This is an optimization exercise on Yosys and OpenROAD, whose aim is small area, a short achievable clock period and few clock cycles, not a production implementation. RTL that was checked went through simulation tests only; none was proved equivalent to the original. No activity file was given, so power comes from the tool's default toggle rates.

## P
Design rawc_seq, start of the top module:
module rawc_seq (
    input  wire        clk,
    input  wire        rst,         
    input  wire        cmd_valid,
    output wire        cmd_ready,
    input  wire [31:0] cmd_word,
    input  wire        wr_valid,
    output wire        wr_ready,
    input  wire [7:0]  wr_byte,
    output wire        rd_valid,
    output wire [7:0]  rd_byte,
    output wire        rsp_valid,
    input  wire        rsp_ready,
    output wire [31:0] rsp_word,
    output wire        p_valid,
    input  wire        p_ready,
    output wire [3:0]  p_kind,
    output wire [5:0]  p_reg,
    output wire        p_word,
    output wire [15:0] p_wdata,
    input  wire [31:0] p_rdata
);
Size in the first run: ~960 cells after synthesis, roughly 83 flip-flops, roughly 150 I/O pins.
Settings: LEC_CHECK=0, CAP_MARGIN=20, CORE_MARGIN=2, CORE_UTILIZATION=40, SETUP_SLACK_MARGIN=1.25, SLEW_MARGIN=20; clock period 5.0 ns.
standard.sh (not shown) runs the stock make flow with config.mk's settings and CLKGATE_MAP_FILE= SYNTH_SCRIPT=/design/flow/synth_recipe.tcl, a recipe that flattens the netlist after the stock synthesis.
==> flow/flow/run.sh <==
#!/bin/bash
# Layout flow: the standard ORFS flow (standard.sh), with two changes:
#  - the port buffers inserted during placement use the smallest buffer cell;
#  - synthesis leaves adders to ABC instead of extracting half/full adder
#    cells (ADDER_MAP_FILE empty), so carry chains are mapped as logic.
# The synthesis script and its register names are the standard ones.
set -euo pipefail
export BUFFER_PORTS_ARGS="-buffer_cell sky130_fd_sc_hd__buf_1"
export ADDER_MAP_FILE=
bash standard.sh > standard_flow.log 2>&1
### P -> Q
- a change of SETUP_SLACK_MARGIN from 1.25 to 2.0
Findings:
Taking P as the reference, in Q period utilization fell 7.0 points, cell area moved up, number of global-route vias before repair went up.
Q: full flow OK, the timing, DRC and antenna checks passed
### Q -> R
- SETUP_SLACK_MARGIN now 1.0, was 2.0
### Flow results
R completed end to end with timing, DRC and antenna clean. Row power: R higher / Q lower. Relative to Q, routing usage on met1 decreased by 1.7 points in R. On R: worst setup slack is 0.53 ns lower than what Q gave. [compare] base=Q new=R: detailed-route wire length decreased about 10%, number of clock buffer instances in the layout increased 3, first-iteration DRC count increased 85.
Changes in S relative to R:
- SETUP_SLACK_MARGIN changed from 1.0 to 2.5
Results
The total design power number comes out higher for R vs S. On post-placement cell area: S sits above R. In the metrics for R and S, the one carrying the lower met3 capacity usage during global routing is R. Worst path required time, R and S, higher one = S. The run showing the greater fraction of area in registers is R. S -> R: worst clock skew flat. Critical path depth: R and S compared, lower one is R. Going from R to S, number of post-CTS setup repair buffers grows by 98. Summary — layout overhead on the synthesized area, S relative to R: higher, by 33 points. Compared with R, in S combinational power higher; global-route usage higher.
No run of this note included a check of the RTL's function; only the layout flow was run.

---

## v5
Another version of the RTL of rawc_seq (not shown whole).
For scale: roughly 1,300 cells after synthesis, about 150 I/O pins, roughly 0.0081 mm2 of cells after synthesis.
clock: 5.0 ns
lec_check: 0
abc_area: 1
cap_margin: 10
core_margin: 2
core_utilization: 55
setup_slack_margin: 1.6
slew_margin: 10
==> flow/flow/run.sh <==
#!/bin/bash
# Layout flow: the standard ORFS flow (standard.sh), with these changes:
#  - the port buffers inserted during placement use the smallest buffer cell;
#  - synthesis leaves adders to ABC instead of extracting half/full adder
#    cells (ADDER_MAP_FILE empty), so carry chains are mapped as logic; the
#    synthesis script and its register names are the standard ones;
#  - clock tree synthesis uses clkbuf_4/clkbuf_8 and adds no dummy loads.
set -euo pipefail
export BUFFER_PORTS_ARGS="-buffer_cell sky130_fd_sc_hd__buf_1"
export ADDER_MAP_FILE=
export CTS_ARGS="-sink_clustering_enable -repair_clock_nets -buf_list {sky130_fd_sc_hd__clkbuf_4 sky130_fd_sc_hd__clkbuf_8} -dont_use_dummy_load"
bash standard.sh > standard_flow.log 2>&1
Testbench counts of v5, summed over its fixed seeds: cycles 146,720.
Setup changes, v5 to v36
-- flow/config.mk --
<<< v5, line 8
export ABC_AREA = 1
>>> v36, line 8
<<< v5, line 12
>>> v36, line 11
export GPL_ROUTABILITY_DRIVEN = 0
Notes after the runs:
- In v36 the relative contribution of combinational cells to total power turned out 34 points lower than in v5.
- Compared with v5, in v36 total power saw a decrease, global-route wire length before repair now smaller, critical path depth rose 2, ratio of cells with drive above 1 in the final layout picked up an extra 2.3 points.
- Compared with v5, v36 shows a lower number of cells in the design after placement.
- Floorplan die area, v36 and v5, higher one = v5.
- Cell area after synthesis was lower in the run labelled v36.
- The highest signal layer in the routed design comes out met5 in one run and met4 in the other, namely in v5 and v36 respectively.
- Summary of v36 over v5: fraction of synthesized area in multiplexers shows an increase of 3.2 points; fraction of the cycle the final worst path needs shows an increase of 1.4 points.
Setup changes, v36 to v46
-- flow/config.mk --
<<< v36, line 10
export CORE_UTILIZATION = 55
export GPL_ROUTABILITY_DRIVEN = 0
>>> v46, line 10
export CORE_UTILIZATION = 65
Notes after the runs:
- Looking at v46 and v36, the proportion of cell area spent on the clock network is a wash.
- Re number of global-route vias before repair: v46 is about 5% up on v36.
- Delta(share of the core filled with cells in the final layout, v46 - v36) > 0

-- re-timing with driven ports --
The results above use ideal ports. As a check the final layouts listed here were re-extracted and re-timed, cells and wires unchanged.
Step 1, drivers: a clkbuf_16 drives clk and a buf_2 each remaining input, both assumed.
Step 2 moves the port delays by t, midway between the first and last clock arrival at a register: inputs arrive t later, outputs are due t later. That takes back most of the time a late clock gives input paths.
Slacks: ideal / step 1 / step 2; pairs: ideal / step 1.
run | t, ns | setup slack, ns | clock arrival spread, ns
P | 0.390 | 1.341 / 1.299 / 1.045 | 0.014 / 0.013
Q | 0.394 | 1.693 / 1.649 / 1.379 | 0.011 / 0.011
R | 0.390 | 1.159 / 1.116 / 1.052 | 0.013 / 0.013
S | 0.393 | 1.712 / 1.682 / 1.317 | 0.013 / 0.013
v5 | 0.412 | 1.685 / 1.646 / 1.588 | 0.025 / 0.025
v36 | 0.407 | 1.614 / 1.627 / 1.220 | 0.032 / 0.032
v46 | 0.407 | 1.615 / 1.579 / 1.321 | 0.017 / 0.016
After both steps every run listed still meets setup and hold. For S, which loses most, drivers alone change the setup slack by -0.030 ns; drivers and shift together by -0.395 ns.
